From an optimization exercise on the open Yosys and OpenROAD flow, aimed at small area, a short achievable clock period and few clock cycles per item; shortcuts taken in it are not production practice.
Function was checked by simulation only, so behaviour that the tests miss may differ from the original.
Power and IR drop assume default switching activity.

Setup of willow:
// rtp_h264_depkt
module rtp_h264_depkt (
    input  wire       clk,
    input  wire       rst,
    input  wire       cfg_strict_f,
    input  wire       cfg_zero_byte,
    input  wire       in_valid,
    output wire       in_ready,
    input  wire [7:0] in_data,
    input  wire       in_last,
    output reg        out_valid,
    input  wire       out_ready,
    output reg  [7:0] out_data,
    output wire       res_valid,
    output reg  [2:0] res_cause,
    output wire [4:0] res_flags
);
Size in the first run: about 53 flip-flops, ~34 I/O pins, about 3300 µm² of cells after synthesis.
export LEC_CHECK = 0
export CAP_MARGIN = 20
export CORE_MARGIN = 2
export CORE_UTILIZATION = 60
export SETUP_SLACK_MARGIN = 2.45
export SLEW_MARGIN = 20
create_clock -name core_clock -period 5.0 [get_ports {clk}]
standard.sh (not shown) runs the stock make flow with config.mk's settings and CLKGATE_MAP_FILE= SYNTH_SCRIPT=/design/flow/synth_recipe.tcl, a recipe that flattens the netlist after the stock synthesis.
==> flow/flow/run.sh <==
#!/bin/bash
# The standard layout (standard.sh, unchanged synthesis and steps), with the
# port buffers that placement inserts made of sky130_fd_sc_hd__buf_1 instead
# of the resizer's default pick; timing repair still sizes them up where a
# path needs it. make's full output goes to flow_make.log here, and ORFS
# keeps each step's log under orfs/logs/.
set -euo pipefail
export BUFFER_PORTS_ARGS="-buffer_cell sky130_fd_sc_hd__buf_1"
bash standard.sh finish > flow_make.log 2>&1
willow finished end to end and its layout was clean on timing, DRC and antenna.
Testbench counts of willow, summed over its fixed seeds: cycles 180,227, in bytes 177,094.
Modified inputs, pepper compared to willow
# willow
export LEC_CHECK = 0
export CAP_MARGIN = 20
export CORE_MARGIN = 2
export CORE_UTILIZATION = 60
export SETUP_SLACK_MARGIN = 2.45
export SLEW_MARGIN = 20
create_clock -name core_clock -period 5.0 [get_ports {clk}]
# pepper
export LEC_CHECK = 0
export CAP_MARGIN = 20
export CORE_MARGIN = 2
export CORE_UTILIZATION = 75
export SETUP_SLACK_MARGIN = 2.5
export SLEW_MARGIN = 20
create_clock -name core_clock -period 5.0 [get_ports {clk}]
## What came out
pepper closes out successfully: all stages finished, all timing, DRC and antenna checks passed.
Comparing willow against pepper, there is no change at all in share of the synthesized netlist area taken by xor and xnor gates.
Compared with willow, in pepper setup slack after layout dropped 0.030 ns, number of nets in the layout higher.
Lower instance area at placement among pepper and willow: pepper
met3 track demand over resource in global routing came out higher on pepper than on willow.
Via count: higher on pepper
Number of placed cells counting well taps ended up 21 lower on pepper than on willow.
Core utilization: higher on pepper
#### Input delta (raven over pepper)
# pepper
export LEC_CHECK = 0
export CAP_MARGIN = 20
export CORE_MARGIN = 2
export CORE_UTILIZATION = 75
export SETUP_SLACK_MARGIN = 2.5
export SLEW_MARGIN = 20
create_clock -name core_clock -period 5.0 [get_ports {clk}]
# raven
export LEC_CHECK = 0
export CAP_MARGIN = 20
export CORE_MARGIN = 2
export CORE_UTILIZATION = 45
export SETUP_SLACK_MARGIN = 2.5
export SLEW_MARGIN = 20
create_clock -name core_clock -period 5.0 [get_ports {clk}]
raven vs pepper: synthesis-to-finish area growth up
Changes observed in raven relative to pepper: number of I/O port buffers ~0 delta, worst setup margin increased 0.056 ns.

* * *

Starting RTL as in the previous note.
export LEC_CHECK = 0
export CAP_MARGIN = 20
export CORE_MARGIN = 2
export CORE_UTILIZATION = 60
export GPL_TIMING_DRIVEN = 0
export SETUP_SLACK_MARGIN = 2.5
export SLEW_MARGIN = 20
create_clock -name core_clock -period 5.0 [get_ports {clk}]
Scripts as last shown in full above: flow/flow/run.sh
Testbench counts at the start, summed over its fixed seeds: cycles 180,227, in bytes 177,094.
==> next run, changes <==
- GPL_TIMING_DRIVEN: 0 -> default
- SETUP_SLACK_MARGIN: 2.5 -> 2.55
Outcome:
- sequential power climbs by 4.5%
- clock skew stays flat
- die area is unchanged
- first-iteration DRC count climbs by 13%
==> next run, changes <==
- SETUP_SLACK_MARGIN: 2.55 -> 2.6
=> The new run went through all stages and came out clean. Setup slack got worse by 0.023 ns. Register-to-register slack is worse by 0.03 ns. Utilization rises by 1.8 points. Total power decreases by a little under a tenth. Synthesized cell count stays the same. Synthesized area stays the same. Combinational power increases by a few percent.
==> next run, changes <==
- SETUP_SLACK_MARGIN: 2.6 -> 2.5
Effect: The new run completed without violations; global-route usage falls by 0.43 points; total power is lower slightly; final area goes down by a few percent; sequential power increases slightly; die area does not change; worst setup slack loses 0.018 ns.
==> next run, changes <==
- SETUP_SLACK_MARGIN: 2.5 -> 2.4
Core utilization fell by 0.35 points. Routed wire length is lower by a few percent. Flip-flop and latch count is unchanged. Area after synthesis is unchanged. Final area is lower slightly. Sequential share of layout area is higher by 0.21 points. Setup slack gets worse by 0.023 ns.

re-timing with driven ports:
No port has a modelled driver above. Below, the same layouts with a new extraction and two added sets of constraints. Step 1 assumes that a clkbuf_16 drives the clock port and a buf_2 every other input. Step 2 also shifts input and output timing later by t, the mid clock arrival at the registers, as if the neighbouring blocks saw the same clock. a / b / c = ideal / step 1 / step 2; a / b = the first two.
| run | t, ns | setup WS [ns] | hold slack, ns | cell pins on the clock port's net |
|---|---|---|---|---|
| willow | 0.332 | 2.512 / 2.515 / 2.183 | 0.506 / 0.506 / 0.506 | 1 |
| pepper | 0.331 | 2.482 / 2.477 / 2.146 | 0.523 / 0.523 / 0.523 | 1 |
| raven | 0.336 | 2.538 / 2.518 / 2.238 | 0.509 / 0.509 / 0.509 | 1 |
| the first run of note 2 | 0.334 | 2.506 / 2.495 / 2.177 | 0.519 / 0.519 / 0.519 | 1 |
| the second run of note 2 | 0.338 | 2.568 / 2.538 / 2.264 | 0.524 / 0.524 / 0.524 | 1 |
| the third run of note 2 | 0.337 | 2.545 / 2.502 / 2.284 | 0.524 / 0.524 / 0.524 | 1 |
| the fourth run of note 2 | 0.334 | 2.527 / 2.507 / 2.243 | 0.523 / 0.523 / 0.523 | 1 |
| the fifth run of note 2 | 0.332 | 2.504 / 2.482 / 2.213 | 0.505 / 0.505 / 0.505 | 1 |
After both steps setup and hold are still met in every run listed. For pepper, which loses most, drivers alone change the setup slack by -0.005 ns; drivers and shift together by -0.336 ns.
